Context: an optimization exercise on an open-source flow, tuned for small area, a short achievable clock period and few clock cycles per item. The choices shown serve that exercise and are no tape-out recipe.
Function was checked by simulation only, so behaviour that the tests miss may differ from the original.

===== config.mk =====
export PLATFORM = sky130hd
export DESIGN_NAME = led_sce_cell
export DESIGN_NICKNAME = led_sce_cell
export VERILOG_FILES = /design/flow/design.v
export SDC_FILE = /design/flow/constraint.sdc
export NUM_CORES = 4
export LEC_CHECK = 0
export CAP_MARGIN = 20
export CORE_MARGIN = 2
export CORE_UTILIZATION = 40
export SLEW_MARGIN = 20
export SYNTH_MEMORY_MAX_BITS = 65536

===== constraint.sdc =====
create_clock -name core_clock -period 55.0 [get_ports {clk}]
set_input_delay 11.0000 -clock core_clock [delete_from_list [all_inputs] [get_ports {clk}]]
set_output_delay 11.0000 -clock core_clock [all_outputs]
set_load 0.01 [all_outputs]

===== run.sh =====
#!/bin/bash
# synth_recipe.tcl (not shown) runs the flow's synth.tcl, then flattens the netlist and writes it again
# the make line also repeats each setting of config.mk as NAME=value (left out here)
make -C /OpenROAD-flow-scripts/flow DESIGN_CONFIG=/design/flow/config.mk WORK_HOME=/design/flow/orfs CLKGATE_MAP_FILE= SYNTH_SCRIPT=/design/flow/synth_recipe.tcl finish

===== design.v =====
module led_sce_glut (
    input  wire [7:0]  idx,
    output reg  [15:0] g,
    output reg  [12:0] d
);
    always @(*) begin
        case (idx)
            8'd0: begin g = 16'd0; d = 13'd5259; end
            8'd1: begin g = 16'd5259; d = 13'd1948; end
            8'd2: begin g = 16'd7207; d = 13'd1458; end
            8'd3: begin g = 16'd8665; d = 13'd1211; end
            8'd4: begin g = 16'd9876; d = 13'd1054; end
            8'd5: begin g = 16'd10930; d = 13'd944; end
            8'd6: begin g = 16'd11874; d = 13'd862; end
            8'd7: begin g = 16'd12736; d = 13'd797; end
            8'd8: begin g = 16'd13533; d = 13'd744; end
            8'd9: begin g = 16'd14277; d = 13'd701; end
            8'd10: begin g = 16'd14978; d = 13'd663; end
            8'd11: begin g = 16'd15641; d = 13'd631; end
            8'd12: begin g = 16'd16272; d = 13'd603; end
            8'd13: begin g = 16'd16875; d = 13'd578; end
            8'd14: begin g = 16'd17453; d = 13'd556; end
            8'd15: begin g = 16'd18009; d = 13'd536; end
            8'd16: begin g = 16'd18545; d = 13'd518; end
            8'd17: begin g = 16'd19063; d = 13'd502; end
            8'd18: begin g = 16'd19565; d = 13'd487; end
            8'd19: begin g = 16'd20052; d = 13'd473; end
            8'd20: begin g = 16'd20525; d = 13'd460; end
            8'd21: begin g = 16'd20985; d = 13'd448; end
            8'd22: begin g = 16'd21433; d = 13'd438; end
            8'd23: begin g = 16'd21871; d = 13'd427; end
            8'd24: begin g = 16'd22298; d = 13'd418; end
            8'd25: begin g = 16'd22716; d = 13'd408; end
            8'd26: begin g = 16'd23124; d = 13'd400; end
            8'd27: begin g = 16'd23524; d = 13'd392; end
            8'd28: begin g = 16'd23916; d = 13'd385; end
            8'd29: begin g = 16'd24301; d = 13'd377; end
            8'd30: begin g = 16'd24678; d = 13'd371; end
            8'd31: begin g = 16'd25049; d = 13'd364; end
            8'd32: begin g = 16'd25413; d = 13'd358; end
            8'd33: begin g = 16'd25771; d = 13'd352; end
            8'd34: begin g = 16'd26123; d = 13'd347; end
            8'd35: begin g = 16'd26470; d = 13'd341; end
            8'd36: begin g = 16'd26811; d = 13'd336; end
            8'd37: begin g = 16'd27147; d = 13'd331; end
            8'd38: begin g = 16'd27478; d = 13'd326; end
            8'd39: begin g = 16'd27804; d = 13'd322; end
            8'd40: begin g = 16'd28126; d = 13'd317; end
            8'd41: begin g = 16'd28443; d = 13'd314; end
            8'd42: begin g = 16'd28757; d = 13'd309; end
            8'd43: begin g = 16'd29066; d = 13'd305; end
            8'd44: begin g = 16'd29371; d = 13'd302; end
            8'd45: begin g = 16'd29673; d = 13'd298; end
            8'd46: begin g = 16'd29971; d = 13'd294; end
            8'd47: begin g = 16'd30265; d = 13'd291; end
            8'd48: begin g = 16'd30556; d = 13'd288; end
            8'd49: begin g = 16'd30844; d = 13'd284; end
            8'd50: begin g = 16'd31128; d = 13'd282; end
            8'd51: begin g = 16'd31410; d = 13'd278; end
            8'd52: begin g = 16'd31688; d = 13'd276; end
            8'd53: begin g = 16'd31964; d = 13'd273; end
            8'd54: begin g = 16'd32237; d = 13'd270; end
            8'd55: begin g = 16'd32507; d = 13'd267; end
            8'd56: begin g = 16'd32774; d = 13'd265; end
            8'd57: begin g = 16'd33039; d = 13'd262; end
            8'd58: begin g = 16'd33301; d = 13'd260; end
            8'd59: begin g = 16'd33561; d = 13'd257; end
            8'd60: begin g = 16'd33818; d = 13'd255; end
            8'd61: begin g = 16'd34073; d = 13'd253; end
            8'd62: begin g = 16'd34326; d = 13'd250; end
            8'd63: begin g = 16'd34576; d = 13'd249; end
            8'd64: begin g = 16'd34825; d = 13'd246; end
            8'd65: begin g = 16'd35071; d = 13'd244; end
            8'd66: begin g = 16'd35315; d = 13'd243; end
            8'd67: begin g = 16'd35558; d = 13'd240; end
            8'd68: begin g = 16'd35798; d = 13'd238; end
            8'd69: begin g = 16'd36036; d = 13'd237; end
            8'd70: begin g = 16'd36273; d = 13'd234; end
            8'd71: begin g = 16'd36507; d = 13'd233; end
            8'd72: begin g = 16'd36740; d = 13'd231; end
            8'd73: begin g = 16'd36971; d = 13'd230; end
            8'd74: begin g = 16'd37201; d = 13'd227; end
            8'd75: begin g = 16'd37428; d = 13'd226; end
            8'd76: begin g = 16'd37654; d = 13'd225; end
            8'd77: begin g = 16'd37879; d = 13'd222; end
            8'd78: begin g = 16'd38101; d = 13'd222; end
            8'd79: begin g = 16'd38323; d = 13'd219; end
            8'd80: begin g = 16'd38542; d = 13'd219; end
            8'd81: begin g = 16'd38761; d = 13'd216; end
            8'd82: begin g = 16'd38977; d = 13'd216; end
            8'd83: begin g = 16'd39193; d = 13'd214; end
            8'd84: begin g = 16'd39407; d = 13'd212; end
            8'd85: begin g = 16'd39619; d = 13'd211; end
            8'd86: begin g = 16'd39830; d = 13'd210; end
            8'd87: begin g = 16'd40040; d = 13'd209; end
            8'd88: begin g = 16'd40249; d = 13'd207; end
            8'd89: begin g = 16'd40456; d = 13'd206; end
            8'd90: begin g = 16'd40662; d = 13'd205; end
            8'd91: begin g = 16'd40867; d = 13'd203; end
            8'd92: begin g = 16'd41070; d = 13'd203; end
            8'd93: begin g = 16'd41273; d = 13'd201; end
            8'd94: begin g = 16'd41474; d = 13'd200; end
            8'd95: begin g = 16'd41674; d = 13'd199; end
            8'd96: begin g = 16'd41873; d = 13'd197; end
            8'd97: begin g = 16'd42070; d = 13'd197; end
            8'd98: begin g = 16'd42267; d = 13'd195; end
            8'd99: begin g = 16'd42462; d = 13'd195; end
            8'd100: begin g = 16'd42657; d = 13'd193; end
            8'd101: begin g = 16'd42850; d = 13'd193; end
            8'd102: begin g = 16'd43043; d = 13'd191; end
            8'd103: begin g = 16'd43234; d = 13'd190; end
            8'd104: begin g = 16'd43424; d = 13'd189; end
            8'd105: begin g = 16'd43613; d = 13'd189; end
            8'd106: begin g = 16'd43802; d = 13'd187; end
            8'd107: begin g = 16'd43989; d = 13'd187; end
            8'd108: begin g = 16'd44176; d = 13'd185; end
            8'd109: begin g = 16'd44361; d = 13'd185; end
            8'd110: begin g = 16'd44546; d = 13'd183; end
            8'd111: begin g = 16'd44729; d = 13'd183; end
            8'd112: begin g = 16'd44912; d = 13'd182; end
            8'd113: begin g = 16'd45094; d = 13'd181; end
            8'd114: begin g = 16'd45275; d = 13'd180; end
            8'd115: begin g = 16'd45455; d = 13'd179; end
            8'd116: begin g = 16'd45634; d = 13'd178; end
            8'd117: begin g = 16'd45812; d = 13'd178; end
            8'd118: begin g = 16'd45990; d = 13'd177; end
            8'd119: begin g = 16'd46167; d = 13'd176; end
            8'd120: begin g = 16'd46343; d = 13'd175; end
            8'd121: begin g = 16'd46518; d = 13'd174; end
            8'd122: begin g = 16'd46692; d = 13'd174; end
            8'd123: begin g = 16'd46866; d = 13'd173; end
            8'd124: begin g = 16'd47039; d = 13'd172; end
            8'd125: begin g = 16'd47211; d = 13'd171; end
            8'd126: begin g = 16'd47382; d = 13'd170; end
            8'd127: begin g = 16'd47552; d = 13'd170; end
            8'd128: begin g = 16'd47722; d = 13'd169; end
            8'd129: begin g = 16'd47891; d = 13'd169; end
            8'd130: begin g = 16'd48060; d = 13'd167; end
            8'd131: begin g = 16'd48227; d = 13'd167; end
            8'd132: begin g = 16'd48394; d = 13'd167; end
            8'd133: begin g = 16'd48561; d = 13'd165; end
            8'd134: begin g = 16'd48726; d = 13'd165; end
            8'd135: begin g = 16'd48891; d = 13'd165; end
            8'd136: begin g = 16'd49056; d = 13'd163; end
            8'd137: begin g = 16'd49219; d = 13'd163; end
            8'd138: begin g = 16'd49382; d = 13'd163; end
            8'd139: begin g = 16'd49545; d = 13'd161; end
            8'd140: begin g = 16'd49706; d = 13'd161; end
            8'd141: begin g = 16'd49867; d = 13'd161; end
            8'd142: begin g = 16'd50028; d = 13'd160; end
            8'd143: begin g = 16'd50188; d = 13'd159; end
            8'd144: begin g = 16'd50347; d = 13'd158; end
            8'd145: begin g = 16'd50505; d = 13'd158; end
            8'd146: begin g = 16'd50663; d = 13'd158; end
            8'd147: begin g = 16'd50821; d = 13'd157; end
            8'd148: begin g = 16'd50978; d = 13'd156; end
            8'd149: begin g = 16'd51134; d = 13'd156; end
            8'd150: begin g = 16'd51290; d = 13'd155; end
            8'd151: begin g = 16'd51445; d = 13'd154; end
            8'd152: begin g = 16'd51599; d = 13'd155; end
            8'd153: begin g = 16'd51754; d = 13'd153; end
            8'd154: begin g = 16'd51907; d = 13'd153; end
            8'd155: begin g = 16'd52060; d = 13'd152; end
            8'd156: begin g = 16'd52212; d = 13'd152; end
            8'd157: begin g = 16'd52364; d = 13'd152; end
            8'd158: begin g = 16'd52516; d = 13'd150; end
            8'd159: begin g = 16'd52666; d = 13'd151; end
            8'd160: begin g = 16'd52817; d = 13'd149; end
            8'd161: begin g = 16'd52966; d = 13'd150; end
            8'd162: begin g = 16'd53116; d = 13'd149; end
            8'd163: begin g = 16'd53265; d = 13'd148; end
            8'd164: begin g = 16'd53413; d = 13'd148; end
            8'd165: begin g = 16'd53561; d = 13'd147; end
            8'd166: begin g = 16'd53708; d = 13'd147; end
            8'd167: begin g = 16'd53855; d = 13'd146; end
            8'd168: begin g = 16'd54001; d = 13'd146; end
            8'd169: begin g = 16'd54147; d = 13'd145; end
            8'd170: begin g = 16'd54292; d = 13'd145; end
            8'd171: begin g = 16'd54437; d = 13'd145; end
            8'd172: begin g = 16'd54582; d = 13'd144; end
            8'd173: begin g = 16'd54726; d = 13'd143; end
            8'd174: begin g = 16'd54869; d = 13'd143; end
            8'd175: begin g = 16'd55012; d = 13'd143; end
            8'd176: begin g = 16'd55155; d = 13'd142; end
            8'd177: begin g = 16'd55297; d = 13'd142; end
            8'd178: begin g = 16'd55439; d = 13'd141; end
            8'd179: begin g = 16'd55580; d = 13'd141; end
            8'd180: begin g = 16'd55721; d = 13'd141; end
            8'd181: begin g = 16'd55862; d = 13'd140; end
            8'd182: begin g = 16'd56002; d = 13'd140; end
            8'd183: begin g = 16'd56142; d = 13'd139; end
            8'd184: begin g = 16'd56281; d = 13'd139; end
            8'd185: begin g = 16'd56420; d = 13'd138; end
            8'd186: begin g = 16'd56558; d = 13'd138; end
            8'd187: begin g = 16'd56696; d = 13'd138; end
            8'd188: begin g = 16'd56834; d = 13'd137; end
            8'd189: begin g = 16'd56971; d = 13'd137; end
            8'd190: begin g = 16'd57108; d = 13'd136; end
            8'd191: begin g = 16'd57244; d = 13'd136; end
            8'd192: begin g = 16'd57380; d = 13'd136; end
            8'd193: begin g = 16'd57516; d = 13'd135; end
            8'd194: begin g = 16'd57651; d = 13'd135; end
            8'd195: begin g = 16'd57786; d = 13'd135; end
            8'd196: begin g = 16'd57921; d = 13'd134; end
            8'd197: begin g = 16'd58055; d = 13'd133; end
            8'd198: begin g = 16'd58188; d = 13'd134; end
            8'd199: begin g = 16'd58322; d = 13'd133; end
            8'd200: begin g = 16'd58455; d = 13'd133; end
            8'd201: begin g = 16'd58588; d = 13'd132; end
            8'd202: begin g = 16'd58720; d = 13'd132; end
            8'd203: begin g = 16'd58852; d = 13'd131; end
            8'd204: begin g = 16'd58983; d = 13'd132; end
            8'd205: begin g = 16'd59115; d = 13'd131; end
            8'd206: begin g = 16'd59246; d = 13'd130; end
            8'd207: begin g = 16'd59376; d = 13'd130; end
            8'd208: begin g = 16'd59506; d = 13'd130; end
            8'd209: begin g = 16'd59636; d = 13'd130; end
            8'd210: begin g = 16'd59766; d = 13'd129; end
            8'd211: begin g = 16'd59895; d = 13'd129; end
            8'd212: begin g = 16'd60024; d = 13'd128; end
            8'd213: begin g = 16'd60152; d = 13'd129; end
            8'd214: begin g = 16'd60281; d = 13'd127; end
            8'd215: begin g = 16'd60408; d = 13'd128; end
            8'd216: begin g = 16'd60536; d = 13'd127; end
            8'd217: begin g = 16'd60663; d = 13'd127; end
            8'd218: begin g = 16'd60790; d = 13'd127; end
            8'd219: begin g = 16'd60917; d = 13'd126; end
            8'd220: begin g = 16'd61043; d = 13'd126; end
            8'd221: begin g = 16'd61169; d = 13'd126; end
            8'd222: begin g = 16'd61295; d = 13'd125; end
            8'd223: begin g = 16'd61420; d = 13'd125; end
            8'd224: begin g = 16'd61545; d = 13'd125; end
            8'd225: begin g = 16'd61670; d = 13'd124; end
            8'd226: begin g = 16'd61794; d = 13'd124; end
            8'd227: begin g = 16'd61918; d = 13'd124; end
            8'd228: begin g = 16'd62042; d = 13'd124; end
            8'd229: begin g = 16'd62166; d = 13'd123; end
            8'd230: begin g = 16'd62289; d = 13'd123; end
            8'd231: begin g = 16'd62412; d = 13'd123; end
            8'd232: begin g = 16'd62535; d = 13'd122; end
            8'd233: begin g = 16'd62657; d = 13'd122; end
            8'd234: begin g = 16'd62779; d = 13'd122; end
            8'd235: begin g = 16'd62901; d = 13'd121; end
            8'd236: begin g = 16'd63022; d = 13'd122; end
            8'd237: begin g = 16'd63144; d = 13'd121; end
            8'd238: begin g = 16'd63265; d = 13'd120; end
            8'd239: begin g = 16'd63385; d = 13'd121; end
            8'd240: begin g = 16'd63506; d = 13'd120; end
            8'd241: begin g = 16'd63626; d = 13'd120; end
            8'd242: begin g = 16'd63746; d = 13'd119; end
            8'd243: begin g = 16'd63865; d = 13'd120; end
            8'd244: begin g = 16'd63985; d = 13'd119; end
            8'd245: begin g = 16'd64104; d = 13'd118; end
            8'd246: begin g = 16'd64222; d = 13'd119; end
            8'd247: begin g = 16'd64341; d = 13'd118; end
            8'd248: begin g = 16'd64459; d = 13'd118; end
            8'd249: begin g = 16'd64577; d = 13'd118; end
            8'd250: begin g = 16'd64695; d = 13'd118; end
            8'd251: begin g = 16'd64813; d = 13'd117; end
            8'd252: begin g = 16'd64930; d = 13'd117; end
            8'd253: begin g = 16'd65047; d = 13'd117; end
            8'd254: begin g = 16'd65164; d = 13'd116; end
            8'd255: begin g = 16'd65280; d = 13'd0; end
            default: begin g = 16'd0; d = 13'd0; end
        endcase
    end
endmodule
module led_sce_cell (
    input  wire               clk,
    input  wire               rst,
    input  wire [15:0]        kp,
    input  wire [15:0]        smooth,
    input  wire [15:0]        noise,
    input  wire               delta,
    input  wire               in_valid,
    output wire               in_ready,
    input  wire signed [17:0] in_target,
    input  wire signed [17:0] in_cur,
    input  wire signed [17:0] in_sm,
    output reg                out_valid,
    input  wire               out_ready,
    output reg  signed [17:0] out_cur,
    output reg  signed [17:0] out_sm,
    output reg         [7:0]  out_value
);
    reg  sv;                           
    wire en = !sv;
    assign in_ready = en;
    reg  v0, v1, v2, v3;               
    reg [15:0] kp_r, sc_r, nz_r;
    reg        dl_r;
    always @(posedge clk) begin
        kp_r <= kp;
        sc_r <= smooth;
        nz_r <= noise;
        dl_r <= delta;
    end
    reg signed [17:0] t0, c0, s0;
    always @(posedge clk) if (en) begin
        t0 <= in_target;
        c0 <= in_cur;
        s0 <= in_sm;
    end
    wire signed [18:0] e0   = t0 - s0;
    wire               neg  = e0[18];
    wire        [16:0] mag  = neg ? -e0[16:0] : e0[16:0];
    wire               gate = mag >= {1'b0, nz_r};
    wire        [32:0] kpm  = kp_r * mag + (17'd32768 - neg);
    wire        [16:0] q    = gate ? kpm[32:16] : 17'd0;
    reg        [16:0] q1;
    reg               n1;
    reg signed [17:0] c1, s1;
    always @(posedge clk) if (en) begin
        q1 <= q;
        n1 <= neg;
        c1 <= c0;
        s1 <= s0;
    end
    wire signed [19:0] csum = c1 + (n1 ? -$signed({3'b000, q1}) : $signed({3'b000, q1}));
    wire signed [19:0] lo   = dl_r ? -20'sd65280 : 20'sd0;
    wire signed [17:0] cur  = (csum < lo) ? lo[17:0] :
                              (csum > 20'sd65280) ? 18'sd65280 : csum[17:0];
    reg signed [17:0] c2, s2;
    always @(posedge clk) if (en) begin
        c2 <= cur;
        s2 <= s1;
    end
    wire               cn = c2[17];
    wire        [15:0] a  = cn ? -c2[15:0] : c2[15:0];
    wire        [15:0] g;
    wire        [12:0] gd;
    led_sce_glut u_glut (.idx(a[15:8]), .g(g), .d(gd));
    wire        [20:0] ip  = gd * a[7:0] + 21'd128;
    wire        [15:0] gam = g + ip[20:8];
    wire signed [18:0] dsm = cn ? s2 + $signed({3'b000, gam}) : s2 - $signed({3'b000, gam});
    reg signed [17:0] c3;
    reg        [15:0] g3;
    reg signed [18:0] d3;
    always @(posedge clk) if (en) begin
        c3 <= c2;
        g3 <= gam;
        d3 <= dsm;
    end
    wire signed [17:0] cor = c3[17] ? -$signed({2'b00, g3}) : $signed({2'b00, g3});
    wire signed [35:0] smx = $signed({1'b0, sc_r}) * d3 + $signed({cor, 16'h8000});
    wire signed [17:0] sm  = smx[33:16];
    wire        [15:0] sr  = sm[15:0] + 16'd128;
    wire        [7:0]  val = dl_r ? {~sm[16], sm[15:9]} : sr[15:8];
    reg signed [17:0] k_cur, k_sm;
    reg        [7:0]  k_val;
    wire arr  = en && v3;
    wire take = !out_valid || out_ready;
    always @(posedge clk) begin
        if (rst) begin
            v0 <= 1'b0;
            v1 <= 1'b0;
            v2 <= 1'b0;
            v3 <= 1'b0;
            out_valid <= 1'b0;
            sv <= 1'b0;
        end else begin
            if (en) begin
                v0 <= in_valid;
                v1 <= v0;
                v2 <= v1;
                v3 <= v2;
            end
            if (take) out_valid <= sv || arr;
            sv <= sv ? !take : (arr && !take);
        end
    end
    always @(posedge clk) begin
        if (take) begin
            out_cur   <= sv ? k_cur : c3;
            out_sm    <= sv ? k_sm  : sm;
            out_value <= sv ? k_val : val;
        end
        if (!sv) begin
            k_cur <= c3;
            k_sm  <= sm;
            k_val <= val;
        end
    end
endmodule

==> run notes <==
## critical path, delay by kind of cell (launching register included)
kind / cells / cell delay, ns
flip-flops: 1 / 0.42
AO/OA/AOI/OAI: 18 / 4.60
XOR/XNOR: 4 / 0.74
AND/OR/NAND/NOR: 8 / 2.04
multiplexers: 1 / 0.59
buffers and inverters: 6 / 1.39
adder cells (fa/ha/maj): 9 / 3.88
## cell usage after synthesis (33+ instances only)
cell type,instances
nor2_1,287
a211oi_1,34
xor2_1,79
o21ai_0,163
a21oi_1,204
ha_1,364
nand2_1,559
nand3_1,64
nor2b_1,34
inv_1,737
edfxtp_1,241
a31oi_1,33
dfxtp_1,99
and2_1,227
xnor2_1,128
fa_1,604
clkbuf_1,181
o211ai_1,33
nor3_1,63
## logic make-up (layout without fill, tap and decap cells)
logic type                 Yosys count  count (layout)  synth area share (%)
and+or+nand+nor                   1413            1413                  15.2
xor gates and xnor gates           207             207                  4.15
buffers and inverters              976            1046                  8.50
muxes                               35              35                 0.868
other                                0               2                     0
adders and majority gates          968             968                  38.1
DFF                                340             340                  21.1
AOI/OAI and AO/OA                  782             782                  12.1
## sequential cells by signal, summed over array words and instances (netlist names), 8 cells and up
name and flops:
out_cur 18, sc_r 16, q1 17, t0 18, c3 18, k_sm 18
kp_r 16, k_cur 18, s2 18, s0 18, s1 18, c2 18
out_value 8, c0 18, c1 18, g3 16, nz_r 16, d3 19
out_sm 18, k_val 8
## area by class of cell
| class | count | area [µm²] |
|---|---|---|
| inverters | 737 | 2770 |
| clock buffers | 52 | 1140 |
| flip-flops and latches | 340 | 9220 |
| repair buffers | 229 | 2120 |
| clock inverters | 28 | 317 |
| fillers | 10587 | 60300 |
| multi-input cells | 3405 | 30900 |
| diodes | 2 | 5.00 |
| well taps | 1414 | 1770 |
## layer usage
layer  share of wire [%]  vias to the layer above  GRT usage (%)
li1                    -                    15582              -
met1                  42                    17292           33.4
met2                  45                     1395           39.6
met3                 7.8                      348           4.90
met4                 4.9                        2           11.4
met5              0.0094                        -              0
## through the flow
step           util (%)  setup WS, ns  instance area (µm²)
4_1_cts            44.4         41.24                48200
5_1_grt            44.4         40.15                48200
6_report           44.4         41.05                48200
2_1_floorplan         -         37.86                43700
3_5_place_dp       43.0         41.26                46700
3_3_place_gp       43.0         41.36                46700
## worst max-delay path by stage
stage                   startpoint          endpoint  depth (start not counted)
6_report       c2[0]$_SDFFCE_PP0N_  d3[18]$_DFFE_PN_                         46
2_1_floorplan        sv$_SDFF_PP0_          in_ready                          3
5_1_grt        c2[0]$_SDFFCE_PP0N_  d3[16]$_DFFE_PN_                         46
3_3_place_gp   c2[0]$_SDFFCE_PP0N_  d3[18]$_DFFE_PN_                         46
3_5_place_dp   c2[0]$_SDFFCE_PP0N_  d3[18]$_DFFE_PN_                         46
4_1_cts        c2[0]$_SDFFCE_PP0N_  d3[16]$_DFFE_PN_                         46
==> out/metrics.csv <==
stage,metric,value,unit
run_status,outcome,timing/DRC/antenna clean,
route,Routed Antenna Nets,0,
route,DR vias/cell,5.58,
place,dpl hpwl,103,mm
die,Die X,335,µm
setup_path,CP Class,reg -> reg,
synth,Cell variety after synth,97,
worst_hold_path,HP Start,s1[11]$_DFFE_PN_,
global_routing,pin count of the biggest net entering global routing,115,
clock_network,worst-skew pair later-pin latency,0.63,ns
synth,Post-Syn Nets,5796,
setup_path,R2R setup slack,41.05,ns
global_routing,Congestion Overflow GR,0,
clock_network,CTS sink cnt,340,
timing,Final min period,13.95,ns
place,DP Cell Count,6124,
cells_and_area,share of layout cells above drive strength 1,5.28,%
synth,Mean Syn Cell Area,9.26,µm²
setup_path,Worst path max stage delay,0.80,ns
timing,endpoints failing setup,0,
worst_hold_path,hold endpoint,s2[11]$_DFFE_PN_,
synth,Synth area leader,fa_1,
route,DRT iter0 DRCs,2991,
clock_network,Num CTS Buffers,43,
clock_network,clock root cell,clkbuf_16,
clock_network,H-tree levels,2,
synth,post-synthesis cell area,0.0437,mm²
cells_and_area,most common library cell in the layout ignoring fill and taps,inv_1,
setup_path,worst r2r dst,d3[18]$_DFFE_PN_,
timing,slew margin rel.,22.7,%
setup_path,slowest CP cell,ha_1,
setup_path,FF-to-FF Start,c2[0]$_SDFFCE_PP0N_,
timing,Fin. Hold Viols,0,
die,chip height,335,µm
clock_network,clock-pin slew on the worst setup and hold paths,0.06,ns
route,Total Routed Length,139,mm
die,Cell Rows,121,
timing,Slew Limit Fails,0,
job,Max-Cap Viols,0,
cells_and_area,Non-Filler Instances,6207,
route,# DRC,0,
setup_path,reg2reg path depth,46,
clock_network,TritonCTS clock tree,yes,
die,initial core utilization,40.3,%
timing,Setup Skew,0.0324,ns
cells_and_area,Layout area overhead,10.4,%
cells_and_area,most frequent cells in the layout,"inv_1, fa_1, nand2_1",
global_routing,vias in the first global route,35727,
synth,dominant cells by area after synthesis,"fa_1, edfxtp_1, ha_1, inv_1, nand2_1",
route,routed vias,34619,
synth,post-synthesis sequential area ratio,21.1,%
place,IO Port Bufs,152,
die,Core Area,0.109,mm²
global_routing,first-pass GRT wire length,215,mm
clock_network,CTS Buffer Depth,3,
synth,share of the synthesized area in the top cell type,27.7,%
clock_network,post-cts hold buffer count,0,
worst_hold_path,Hold Path Class,reg -> reg,
setup_path,type of element capturing the critical path,flop,
global_routing,GR Util All Layers,25.1,%
synth,asr flop ratio synth,0,%
global_routing,initial antenna violation count,3,
cells_and_area,# nets final,5831,
setup_path,"Data arrival, critical path",14.32,ns
timing,RSZ-0062 raised after global routing,no,
place,routability cong.,1.03,
synth,Post-synth EDFFs,241,
die,Die ar.,0.112,mm²
synth,flop and latch count out of synthesis,340,
timing,WHS,0.415,ns
setup_path,Setup crit start kind,flop,
worst_hold_path,Hold Crit Depth,0,
timing,Total Neg Setup Slack,0,ns
synth,top_reg_cell synth,edfxtp_1,
synth,warnings from Yosys,2,
setup_path,critical-path maximum fanout,19,
setup_path,CP required,55.36,ns
die,number of I/O pins,153,
clock_network,setup repair bufs after CTS,0,
route,WL/cell,22.3,µm
clock_network,cts repair resizes,0,
timing,Slew @ Worst Pin,1.15,ns
timing,FMAX,71.7,MHz
synth,Mapped Cells,4721,
route,DRT Pass-1 Iters,6,
timing,period utilisation layout,25.4,%
Testbench counts, summed over its fixed seeds: cycles 16,040, items 16,000.

==> afterwards: timing with drivers on the ports <==
No port has a modelled driver above. Below, the same layout with a new extraction and two added sets of constraints.
Step 1, drivers: a clkbuf_16 drives clk and a buf_2 each remaining input, both assumed.
Step 2, shift: input delay + t, output delay - t, t = (earliest + latest rising clock arrival at the registers) / 2. This alone moves slack from input paths to output paths.
Slacks: ideal ports / drivers / drivers and shift; pairs: ideal ports / drivers.
shift t [ns]: 0.681
setup WS [ns]: 41.046 / 41.046 / 41.046
worst setup path after step 2: register to register
worst slew at a driven data input, ns: 0.05
pins driven straight from the clock port: 1
After both steps this run still meets setup and hold. For this run, drivers alone change the setup slack by 0.000 ns; drivers and shift together by 0.000 ns.
